Context: an optimization exercise on an open-source flow, tuned for small area, a short achievable clock period and few clock cycles. The choices shown serve that exercise and are no tape-out recipe. In this exercise RTL edits were held to simulation tests only and were not proved equivalent to the original. Power is estimated from default activity; no workload was simulated.

==> flow/design.v (excerpt) <==
module pkt_engine (
    input  wire        clk,
    input  wire        rst,           
    input  wire        bus_valid,
    input  wire        bus_write,
    input  wire [15:0] bus_addr,
    input  wire [1:0]  bus_size,      
    input  wire [31:0] bus_wdata,
    output wire        bus_ready,
    output reg  [31:0] bus_rdata,
    input  wire [31:0] now,
    output wire        sink_valid,
    output wire [7:0]  sink_data,
    output wire        sink_last
);
Size in the first run: about 9,300 cells after synthesis, about 130 I/O pins, roughly 0.088 mm2 of cells after synthesis.
clock: 12.0 ns
lec_check: 0
cap_margin: 20
core_margin: 2
core_utilization: 45
place_density: 0.6
slew_margin: 20
standard.sh (not shown) runs the stock make flow with config.mk's settings and CLKGATE_MAP_FILE= SYNTH_SCRIPT=/design/flow/synth_recipe.tcl, a recipe that flattens the netlist after the stock synthesis.
==> flow/flow/run.sh <==
#!/bin/bash
# The standard layout (the standard.sh: ORFS synthesis to the final layout),
# with repair_timing asked for a larger setup margin, so that it keeps sizing
# and buffering paths that already meet the clock period, and clock tree
# synthesis without dummy loads and with larger sink clusters.
set -euo pipefail
bash standard.sh SETUP_SLACK_MARGIN=6.9 \
  "CTS_ARGS=-sink_clustering_enable -repair_clock_nets -dont_use_dummy_load -sink_clustering_size 28 -sink_clustering_max_diameter 70" \
  finish > standard_flow.log 2>&1
Testbench counts at the start, summed over its fixed seeds: cycles 39,491.
==> next run, changes <==
--- a/flow/flow/run.sh
+++ b/flow/flow/run.sh
@@ -6,4 +6,4 @@
 set -euo pipefail
 bash standard.sh SETUP_SLACK_MARGIN=6.9 \
-  "CTS_ARGS=-sink_clustering_enable -repair_clock_nets -dont_use_dummy_load -sink_clustering_size 28 -sink_clustering_max_diameter 70" \
+  "CTS_ARGS=-sink_clustering_enable -repair_clock_nets -dont_use_dummy_load -sink_clustering_size 24 -sink_clustering_max_diameter 60" \
   finish > standard_flow.log 2>&1
Outcome:
- The new run passed the timing, DRC and antenna checks
- count of clock-buffer cells in the layout goes up by 26
- first-iteration DRC count goes up by 0.81%
- wire length is lower by 0.36%
- worst setup slack is better by 0.051 ns
- non-clock buffer count goes down by 50
- clock power increases by 13%
- sequential power barely changes
- die area is unchanged
==> next run, changes <==
--- a/flow/flow/run.sh
+++ b/flow/flow/run.sh
@@ -5,5 +5,5 @@
 # synthesis without dummy loads and with larger sink clusters.
 set -euo pipefail
-bash standard.sh SETUP_SLACK_MARGIN=6.9 \
+bash standard.sh SETUP_SLACK_MARGIN=6.8 \
   "CTS_ARGS=-sink_clustering_enable -repair_clock_nets -dont_use_dummy_load -sink_clustering_size 24 -sink_clustering_max_diameter 60" \
   finish > standard_flow.log 2>&1
=> With this change the flow aborted during global routing on GRT-0229. Synthesized cell count stays the same. Area after synthesis stays the same.
==> next run, changes <==
==> flow/flow/run.sh (replaced) <==
#!/bin/bash
# The standard layout (the standard.sh: ORFS synthesis to the final layout),
# with repair_timing asked for a larger setup margin, so that it keeps sizing
# and buffering paths that already meet the clock period, and clock tree
# synthesis without dummy loads.
set -euo pipefail
bash standard.sh SETUP_SLACK_MARGIN=6.9 \
  "CTS_ARGS=-sink_clustering_enable -repair_clock_nets -dont_use_dummy_load" \
  finish > standard_flow.log 2>&1
What happened: The changed run passed the timing, DRC and antenna checks; synthesized area is unchanged; synthesized cell count does not change.

========
Another version of the RTL of pkt_engine (not shown whole).
Size: about 9,100 cells after synthesis, about 1,800 flip-flops, roughly 130 I/O pins, ~88,000 sq um of cells after synthesis.
export LEC_CHECK = 0
export CAP_MARGIN = 20
export CORE_MARGIN = 2
export CORE_UTILIZATION = 45
export PLACE_DENSITY = 0.6
export SLEW_MARGIN = 20
create_clock -name core_clock -period 12.0 [get_ports {clk}]
==> flow/flow/run.sh <==
#!/bin/bash
# The standard layout (the standard.sh: ORFS synthesis to the final layout),
# with repair_timing asked for a larger setup margin, so that it keeps sizing
# and buffering paths that already meet the clock period.
set -euo pipefail
bash standard.sh SETUP_SLACK_MARGIN=7.5 finish > standard_flow.log 2>&1
The baseline finished with timing, DRC and antenna clean.
Testbench counts at the start, summed over its fixed seeds: cycles 39,491.
Edit:
--- a/flow/flow/run.sh
+++ b/flow/flow/run.sh
@@ -6 +6 @@
-bash standard.sh SETUP_SLACK_MARGIN=7.5 finish > standard_flow.log 2>&1
+bash standard.sh SETUP_SLACK_MARGIN=7 finish > standard_flow.log 2>&1
=> Cell area is lower by 1.7%. Global-route usage is lower by 0.48 points. Wire length is lower by 2.2%. Final cell count is lower by 0.57%.

========
== the previous run ==
Another version of the RTL of pkt_engine (not shown whole).
For scale: about 1800 flip-flops, roughly 130 I/O pins, roughly 88000 sq um of cells after synthesis.
==> flow/config.mk <==
export PLATFORM = sky130hd
export DESIGN_NAME = pkt_engine
export DESIGN_NICKNAME = pkt_engine
export VERILOG_FILES = /design/flow/design.v
export SDC_FILE = /design/flow/constraint.sdc
export NUM_CORES = 4
export LEC_CHECK = 0
export CAP_MARGIN = 20
export CORE_MARGIN = 2
export CORE_UTILIZATION = 45
export PLACE_DENSITY = 0.6
export SLEW_MARGIN = 20
==> flow/constraint.sdc <==
create_clock -name core_clock -period 12.0 [get_ports {clk}]
set_input_delay 2.4000 -clock core_clock [delete_from_list [all_inputs] [get_ports {clk}]]
set_output_delay 2.4000 -clock core_clock [all_outputs]
set_load 0.01 [all_outputs]
==> flow/flow/run.sh <==
#!/bin/bash
# The standard layout (the standard.sh: ORFS synthesis to the final layout),
# with repair_timing asked for a larger setup margin, so that it keeps sizing
# and buffering paths that already meet the clock period.
set -euo pipefail
bash standard.sh SETUP_SLACK_MARGIN=6.5 finish > standard_flow.log 2>&1
The previous run ran to completion and came out clean on the timing, DRC and antenna checks.
Testbench counts of the previous run, summed over its fixed seeds: cycles 39,907.
Inputs modified between the previous run and the current run:
==> flow/run.sh (new file) <==
#!/bin/bash
# synth_recipe.tcl (not shown) runs the flow's synth.tcl, then flattens the netlist and writes it again
# the make line also repeats each setting of config.mk as NAME=value (left out here)
make -C /OpenROAD-flow-scripts/flow DESIGN_CONFIG=/design/flow/config.mk WORK_HOME=/design/flow/orfs CLKGATE_MAP_FILE= SYNTH_SCRIPT=/design/flow/synth_recipe.tcl finish
diff --git a/flow/config.mk b/flow/config.mk
--- a/flow/config.mk
+++ b/flow/config.mk
@@ -11,0 +12 @@
+export SETUP_SLACK_MARGIN = 5
removed: flow/flow/run.sh
removed: flow/standard.sh
## What came out
The current run finished all stages; the layout is clean. Summary of the current run over the previous run: register-to-register setup slack now sits lower; clock power share higher; final layout net count went down by 367; via count moved down; die area did not really move. Compared with the previous run, in the current run final period utilization +9.9 points, worst hold slack went up.

[re-timing with driven ports]
Ports are ideal in the flow. The routed layouts listed here were re-timed in OpenROAD.
Step 1 sets driving cells, clkbuf_16 on the clock port and buf_2 on the other inputs (assumed; they add their load-dependent delay and slew).
Step 2 moves the port delays by t, midway between the first and last clock arrival at a register: inputs arrive t later, outputs are due t later. That takes back most of the time a late clock gives input paths.
Three values: no drivers, after step 1, after step 2; two values: the first two.
| run | t (ns) | setup WS [ns] | clock arrival spread, ns |
|---|---|---|---|
| the first run of note 1 | 0.876 | 6.763 / 6.776 / 5.927 | 0.141 / 0.142 |
| the second run of note 1 | 0.884 | 6.814 / 6.773 / 5.889 | 0.112 / 0.112 |
| the fourth run of note 1 | 0.911 | 6.744 / 6.692 / 5.781 | 0.113 / 0.114 |
| the first run of note 2 | 0.960 | 6.675 / 6.675 / 6.369 | 0.045 / 0.045 |
| the second run of note 2 | 0.940 | 6.611 / 6.611 / 5.846 | 0.046 / 0.046 |
| the previous run | 0.982 | 6.187 / 6.187 / 5.435 | 0.043 / 0.044 |
| the current run | 0.966 | 5.000 / 5.073 / 4.108 | 0.037 / 0.037 |
After both steps setup and hold are still met in every run listed. For the fourth run of note 1, which loses most, drivers alone change the setup slack by -0.052 ns; drivers and shift together by -0.963 ns.
